What follows belongs to an exercise in optimizing a design on an open flow for small area, a short achievable clock period and few clock cycles; a production flow would make more cautious choices. RTL that was checked went through simulation tests only; none was proved equivalent to the original.

==> run a: inputs <==
## pdm_decim
module pdm_decim (
    input  wire        clk,
    input  wire        rst,         
    input  wire [2:0]  cfg_ratio,   
    input  wire [1:0]  cfg_nch,     
    input  wire        cfg_bord,    
    input  wire [7:0]  cfg_gain,    
    input  wire        in_valid,
    output reg         in_ready,
    input  wire [7:0]  in_data,
    output reg         out_valid,
    input  wire        out_ready,
    output reg  [15:0] out_data,
    output reg  [1:0]  out_chan
);
    reg [2:0] c_ratio;
    reg [1:0] c_nch;
    reg       c_bord;
    reg [7:0] c_gain;
    always @(posedge clk) begin
        c_ratio <= cfg_ratio;
        c_nch   <= cfg_nch;
        c_bord  <= cfg_bord;
        c_gain  <= cfg_gain;
    end
    reg [4:0]  k_g;       
    reg [2:0]  k_a;       
    reg [1:0]  k_dv;      
    reg [14:0] k_r2;      
    reg [21:0] k_c0;      
    reg [21:0] k_c1;      
    reg [21:0] k_c2;      
    always @(*) begin
        case (c_ratio)
            3'd0: begin k_g = 5'd2;  k_a = 3'd4; k_dv = 2'd0; k_r2 = 15'd256;
                        k_c0 = -22'd408;    k_c1 = -22'd1768;   k_c2 = -22'd2048;    end
            3'd1: begin k_g = 5'd3;  k_a = 3'd3; k_dv = 2'd1; k_r2 = 15'd576;
                        k_c0 = -22'd1300;   k_c1 = -22'd5900;   k_c2 = -22'd6912;    end
            3'd2: begin k_g = 5'd4;  k_a = 3'd5; k_dv = 2'd0; k_r2 = 15'd1024;
                        k_c0 = -22'd2992;   k_c1 = -22'd13904;  k_c2 = -22'd16384;   end
            3'd3: begin k_g = 5'd6;  k_a = 3'd4; k_dv = 2'd1; k_r2 = 15'd2304;
                        k_c0 = -22'd9800;   k_c1 = -22'd46648;  k_c2 = -22'd55296;   end
            3'd4: begin k_g = 5'd8;  k_a = 3'd6; k_dv = 2'd0; k_r2 = 15'd4096;
                        k_c0 = -22'd22880;  k_c1 = -22'd110240; k_c2 = -22'd131072;  end
            3'd6: begin k_g = 5'd16; k_a = 3'd7; k_dv = 2'd0; k_r2 = 15'd16384;
  ...
Settings: LEC_CHECK=0, ABC_CLOCK_PERIOD_IN_PS=3500, CAP_MARGIN=20, CORE_MARGIN=2, CORE_UTILIZATION=40, PLACE_DENSITY=0.6, SLEW_MARGIN=20; clock period 12.0 ns.
standard.sh (not shown) runs the stock make flow with config.mk's settings and CLKGATE_MAP_FILE= SYNTH_SCRIPT=/design/flow/synth_recipe.tcl, a recipe that flattens the netlist after the stock synthesis.
==> flow/flow/run.sh <==
#!/bin/bash
# Standard layout with a tighter timing-repair target: the resizer works until
# every path has this much setup slack at the design's clock period.
set -euo pipefail
bash standard.sh SETUP_SLACK_MARGIN=8 finish > standard_flow.log 2>&1
==> run b: changes against run a <==
==> flow/run.sh (new file) <==
#!/bin/bash
# synth_recipe.tcl (not shown) runs the flow's synth.tcl, then flattens the netlist and writes it again
# the make line also repeats each setting of config.mk as NAME=value (left out here)
make -C /OpenROAD-flow-scripts/flow DESIGN_CONFIG=/design/flow/config.mk WORK_HOME=/design/flow/orfs CLKGATE_MAP_FILE= SYNTH_SCRIPT=/design/flow/synth_recipe.tcl finish
- SETUP_SLACK_MARGIN: default -> 5
removed: flow/flow/run.sh
removed: flow/standard.sh
==> run c: changes against run a <==
--- a/flow/design.v
+++ b/flow/design.v
@@ -180,15 +180,16 @@
     reg [21:0] fir1 [0:3];
     reg [21:0] fir2 [0:3];
     reg [1:0]  d_ch;
     reg [1:0]  d_k;           
     wire signed [21:0] f1r = (d_k == 2'd0) ? 22'sd0 : $signed(fir1[d_ch]);
     wire signed [21:0] f2r = (d_k != 2'd2) ? 22'sd0 : $signed(fir2[d_ch]);
     wire signed [24:0] np_c = 25'sd10 * f1r - f2r - $signed(c_y);
-    wire [23:0] m_c = np_c[23:0] ^ {24{np_c[24]}};      
+    wire signed [24:0] nn_c = $signed(c_y) + f2r - 25'sd10 * f1r;
+    wire [23:0] m_c = np_c[24] ? nn_c[23:0] : np_c[23:0];
     wire adv_d = c_v & ~frz;
     always @(posedge clk) begin
         if (adv_d) begin
             fir1[d_ch] <= c_y;
             fir2[d_ch] <= f1r;
         end
         if (rst) begin
@@ -206,122 +207,118 @@
             d_v <= 1'b0;
         end else if (!frz) begin
             d_v  <= c_v;
             d_m  <= m_c;
             d_ng <= np_c[24];
         end
     end
-    wire [23:0] e_mag = d_m + {23'd0, d_ng};
-    wire [46:0] xw = {e_mag, 23'd0} >> q_sh;
+    wire [46:0] xw = {d_m, 23'd0} >> q_sh;
     reg  [23:0] hi_mask;
     integer hm;
     always @(*) begin
         for (hm = 0; hm < 24; hm = hm + 1)
             hi_mask[hm] = (hm >= q_sh);
     end
-    wire ovf_c = |(e_mag & hi_mask);
+    wire ovf_c = |(d_m & hi_mask);
     reg [22:0] e_x;
     reg        e_ovf, e_ng, e_v;
     always @(posedge clk) begin
         if (rst) begin
             e_v <= 1'b0;
         end else if (!frz) begin
             e_v   <= d_v;
             e_x   <= xw[22:0];
             e_ovf <= ovf_c;
             e_ng  <= d_ng;
         end
     end
-    wire [6:0]  xb0 = e_x[6:0];
-    wire [6:0]  xb1 = e_x[13:7];
-    wire [6:0]  xb2 = e_x[20:14];
-    wire [1:0]  xb3 = e_x[22:21];
-    wire [8:0]  xa0 = e_x[8:0];
-    wire [8:0]  xa1 = e_x[17:9];
-    wire [4:0]  xa2 = e_x[22:18];
-    wire [10:0] f125 = xb0 + 11'd3 * xb1 + 11'd9 * xb2 + 11'd27 * xb3;
-    wire [18:0] z125 = xb1 + 19'd131 * xb2 + 19'd16777 * xb3 + 19'd1;
-    wire [10:0] f27  = xa0 + {2'b00, ~xa1} + xa2 + 11'd2;
-    wire [18:0] z27  = 19'd19 * xa1 + 19'd9709 * xa2 - 19'd18;
-    wire [10:0] f_c  = (k_dv == 2'd2) ? f125 : (k_dv == 2'd1) ? f27 : 11'd0;
-    wire [18:0] z_c  = (k_dv == 2'd2) ? z125 : (k_dv == 2'd1) ? z27 : {3'd0, e_x[15:0]} + 19'd1;
-    wire        s_c  = e_ovf | ((k_dv == 2'd0) & (e_x[22:16] != 7'd0));
-    reg [10:0] v1_f;
-    reg [18:0] v1_z;
-    reg        v1_sat, v1_ng, v1_v;
-    always @(posedge clk) begin
-        if (rst) begin
-            v1_v <= 1'b0;
-        end else if (!frz) begin
-            v1_v   <= e_v;
-            v1_f   <= f_c;
-            v1_z   <= z_c;
-            v1_sat <= s_c;
-            v1_ng  <= e_ng;
-        end
-    end
-    wire [5:0]  fq   = (k_dv == 2'd2) ? {2'b00, v1_f[10:7]} : (k_dv == 2'd1) ? v1_f[10:5] : 6'd0;
-    wire [7:0]  w125 = v1_f[6:0] + 8'd3 * v1_f[10:7];
-    wire [7:0]  w27  = v1_f[4:0] + 8'd5 * v1_f[10:5];
-    wire [7:0]  w_c  = (k_dv == 2'd2) ? w125 : w27;
-    wire [18:0] z2_c = v1_z + {13'd0, fq};
-    reg [7:0]  v2_w;
-    reg [18:0] v2_z;
-    reg        v2_sat, v2_ng, v2_v;
-    always @(posedge clk) begin
-        if (rst) begin
-            v2_v <= 1'b0;
-        end else if (!frz) begin
-            v2_v   <= v1_v;
-            v2_w   <= w_c;
-            v2_z   <= z2_c;
-            v2_sat <= v1_sat;
-            v2_ng  <= v1_ng;
-        end
-    end
-    wire [5:0] wp   = v2_w[4:0] + 6'd5 * v2_w[7:5];
-    wire [2:0] c27  = v2_w[7:5] + {2'b00, wp >= 6'd27} + {2'b00, wp >= 6'd54};
-    wire [2:0] cc   = (k_dv == 2'd2) ? {2'b00, v2_w >= 8'd125} : (k_dv == 2'd1) ? c27 : 3'd0;
-    wire [18:0] zp  = v2_z + {16'd0, cc};                
-    wire [18:0] zn  = ~v2_z + 19'd2 - {16'd0, cc};       
-    wire        t_sat = v2_sat | (zp[18:16] != 3'd0);
-    wire        t_ng  = v2_ng;
-    wire [15:0] p_c   = t_sat ? (t_ng ? 16'h8000 : 16'h7fff) : (t_ng ? zn[16:1] : zp[16:1]);
-    wire        p_v   = v2_v;
+    function [7:0] dstep;     
+        input [7:0] t;
+        input [6:0] d;
+        reg   [8:0] df;
+        begin
+            df = {1'b0, t} - {2'b0, d};
+            dstep = df[8] ? {1'b0, t[6:0]} : {1'b1, df[6:0]};
+        end
+    endfunction
+    wire [6:0]  v_rem [0:5];
+    wire [15:0] v_xq  [0:5];
+    wire        v_sat [0:5];
+    wire        v_ng  [0:5];
+    wire        v_v   [0:5];
+    assign v_rem[0] = e_x[22:16];
+    assign v_xq[0]  = e_x[15:0];
+    assign v_sat[0] = e_ovf | (e_x[22:16] >= k_d);
+    assign v_ng[0]  = e_ng;
+    assign v_v[0]   = e_v;
+    genvar gs;
+    generate
+        for (gs = 0; gs < 5; gs = gs + 1) begin : g_div
+            wire [6:0]  rr0 = v_rem[gs];
+            wire [15:0] xx0 = v_xq[gs];
+            wire [7:0]  st0 = dstep({rr0, xx0[15]}, k_d);
+            wire [7:0]  st1 = dstep({st0[6:0], xx0[14]}, k_d);
+            wire [7:0]  st2 = dstep({st1[6:0], xx0[13]}, k_d);
+            reg [6:0]  p_rem;
+            reg [15:0] p_xq;
+            reg        p_sat, p_ng, p_v;
+            always @(posedge clk) begin
+                if (rst) begin
+                    p_v <= 1'b0;
+                end else if (!frz) begin
+                    p_v   <= v_v[gs];
+                    p_rem <= st2[6:0];
+                    p_xq  <= {xx0[12:0], st0[7], st1[7], st2[7]};
+                    p_sat <= v_sat[gs];
+                    p_ng  <= v_ng[gs];
+                end
+            end
+            assign v_rem[gs+1] = p_rem;
+            assign v_xq[gs+1]  = p_xq;
+            assign v_sat[gs+1] = p_sat;
+            assign v_ng[gs+1]  = p_ng;
+            assign v_v[gs+1]   = p_v;
+        end
+    endgenerate
+    wire [7:0]  st_l  = dstep({v_rem[5], v_xq[5][15]}, k_d);
+    wire [15:0] t_q   = {v_xq[5][14:0], st_l[7]};
+    wire        t_sat = v_sat[5] | (t_q == 16'hffff);
+    wire        t_ng  = v_ng[5];
+    wire [15:0] t_rn  = ({16{t_ng}} ^ {1'b0, t_q[15:1]}) + {15'd0, t_ng ^ t_q[0]};
+    wire [15:0] p_c   = t_sat ? (t_ng ? 16'h8000 : 16'h7fff) : t_rn;
     reg signed [15:0] g_p;
     reg               g_v;
     always @(posedge clk) begin
         if (rst) begin
             g_v <= 1'b0;
         end else if (!frz) begin
-            g_v <= p_v & k_casc;
+            g_v <= v_v[5] & k_casc;
             g_p <= p_c;
         end
     end
     reg [21:0] hb_u [0:3];
     reg [20:0] hb_v [0:3];
     reg [15:0] hb_w [0:3];
     reg [1:0]  h_ch;
     reg [1:0]  h_n;           
     reg        h_odd;
     wire signed [21:0] hu = (h_n != 2'd2) ? 22'sd0 : $signed(hb_u[h_ch]);
     wire signed [20:0] hv = (h_n == 2'd0) ? 21'sd0 : $signed(hb_v[h_ch]);
     wire signed [15:0] hw = (h_n != 2'd2) ? 16'sd0 : $signed(hb_w[h_ch]);
     wire signed [20:0] p9 = 21'sd9 * g_p;
     wire signed [21:0] hy = hu - g_p;
-    wire signed [20:0] hva = h_odd ? p9 : hv;
-    wire signed [20:0] hvb = h_odd ? -{{5{hw[15]}}, hw} : {g_p[15], g_p, 4'd0};
-    wire signed [20:0] hv_n = hva + hvb;
     wire adv_h = g_v & ~frz;
     always @(posedge clk) begin
         if (adv_h) begin
-            hb_v[h_ch] <= hv_n;
             if (h_odd) begin
                 hb_u[h_ch] <= hv + p9;
+                hb_v[h_ch] <= p9 - hw;
                 hb_w[h_ch] <= g_p;
+            end else begin
+                hb_v[h_ch] <= hv + 21'sd16 * g_p;
             end
         end
         if (rst) begin
             h_ch  <= 2'd0;
             h_n   <= 2'd0;
             h_odd <= 1'b0;
         end else if (adv_h) begin
@@ -346,15 +343,15 @@
             h_c <= h_ch;
         end
     end
     wire signed [21:0] hr  = (h_y + (h_y[21] ? 22'sd15 : 22'sd16)) >>> 5;
     wire [15:0] h_res = (hr > 22'sd32767) ? 16'h7fff :
                         (hr < -22'sd32768) ? 16'h8000 : hr[15:0];
     reg [1:0] o_ch;           
-    wire        r_v  = k_casc ? h_v : p_v;
+    wire        r_v  = k_casc ? h_v : v_v[5];
     wire [15:0] r_d  = k_casc ? h_res : p_c;
     wire [1:0]  r_c  = k_casc ? h_c : o_ch;
     wire push = r_v & ~frz;
     wire pop  = out_valid & out_ready;
     wire [1:0] ocnt_nx = ocnt + {1'b0, push} - {1'b0, pop};
     always @(posedge clk) begin
         if (rst) begin
==> flow/run.sh (new file) <==
#!/bin/bash
# synth_recipe.tcl (not shown) runs the flow's synth.tcl, then flattens the netlist and writes it again
# the make line also repeats each setting of config.mk as NAME=value (left out here)
make -C /OpenROAD-flow-scripts/flow DESIGN_CONFIG=/design/flow/config.mk WORK_HOME=/design/flow/orfs CLKGATE_MAP_FILE= SYNTH_SCRIPT=/design/flow/synth_recipe.tcl finish
- ABC_CLOCK_PERIOD_IN_PS: 3500 -> default
removed: flow/flow/run.sh
removed: flow/standard.sh
==> results.py <==
metrics = {
    "run_status": {
        "status": "complete, no violations",
    },
    "layout": {
        "multi_input_area_share": 0.465,
        "fill_cells": 15987,
    },
    "sta": {
        "worst_pin_slew_ns": 0.945,
        "holdWs_ns": 0.432,
    },
    "grt": {
        "grt_pass1_wl_microns": 255000,
    },
    "clocking": {
        "postCtsSetupRepairBufs": 8,
    },
    "placement": {
        "hpwlAfterDp_microns": 119000,
    },
    "synth": {
        "syn_area_sq_um": 69700,
    },
    "routing": {
        "firstDrtPassIters": 6,
    },
}
The numbers above come from run b.

==> results.py <==
metrics = {
    "run_status": {
        "status": "failed layout checks",
        "so.violations": "antenna violations",
    },
    "routing": {
        "ant_nets": 1,
    },
    "sta": {
        "worst_pin_slew_ns": 1.01,
        "holdWs_ns": 0.426,
    },
    "placement": {
        "hpwlAfterDp_microns": 120000,
    },
    "grt": {
        "grt_pass1_wl_microns": 278000,
    },
    "clocking": {
        "postCtsSetupRepairBufs": 331,
    },
    "layout": {
        "multi_input_area_share": 0.472,
    },
}
The numbers above come from run a.

==> results.py <==
metrics = {
    "routing": {
        "firstDrtPassIters": 6,
    },
    "sta": {
        "holdWs_ns": 0.414,
        "worst_pin_slew_ns": 1.10,
        "tns_ns": 0,
    },
    "grt": {
        "grt_pass1_wl_microns": 247000,
    },
    "clocking": {
        "postCtsSetupRepairBufs": 0,
    },
    "layout": {
        "fill_cells": 15862,
        "multi_input_area_share": 0.442,
    },
    "critical_path": {
        "critPathBufInv": 6,
    },
    "synth": {
        "syn_area_sq_um": 69700,
    },
    "placement": {
        "hpwlAfterDp_microns": 112000,
    },
    "run_status": {
        "status": "complete, no violations",
    },
}
The numbers above come from run c.

Testbench counts of run a, summed over its fixed seeds: cycles 21,972.
Testbench counts of run b, summed over its fixed seeds: cycles 21,972.
No functional check of the RTL was part of run c.

afterwards: timing with drivers on the ports:
Ports are ideal in the flow. The routed layouts listed here were re-timed in OpenROAD. Step 1 sets driving cells, clkbuf_16 on the clock port and buf_2 on the other inputs (assumed; they add their load-dependent delay and slew). Step 2 adds t to the input delays and takes it off the output delays; t is the mean of the earliest and latest rising clock arrival at the registers after step 1. Input paths then give back, and output paths get back, about the clock's delay inside the block. Slacks: no drivers / after step 1 / after step 2; pairs: no drivers / after step 1.
| run | t, ns | slack for setup (ns) | clock arrival spread, ns | cell pins on the clock port's net |
|---|---|---|---|---|
| run a | 0.806 | 5.600 / 5.600 / 5.600 | 0.079 / 0.079 | 1 |
| run b | 0.818 | 5.177 / 5.177 / 5.177 | 0.092 / 0.092 | 1 |
| run c | 0.823 | 3.922 / 3.922 / 3.922 | 0.047 / 0.047 | 1 |
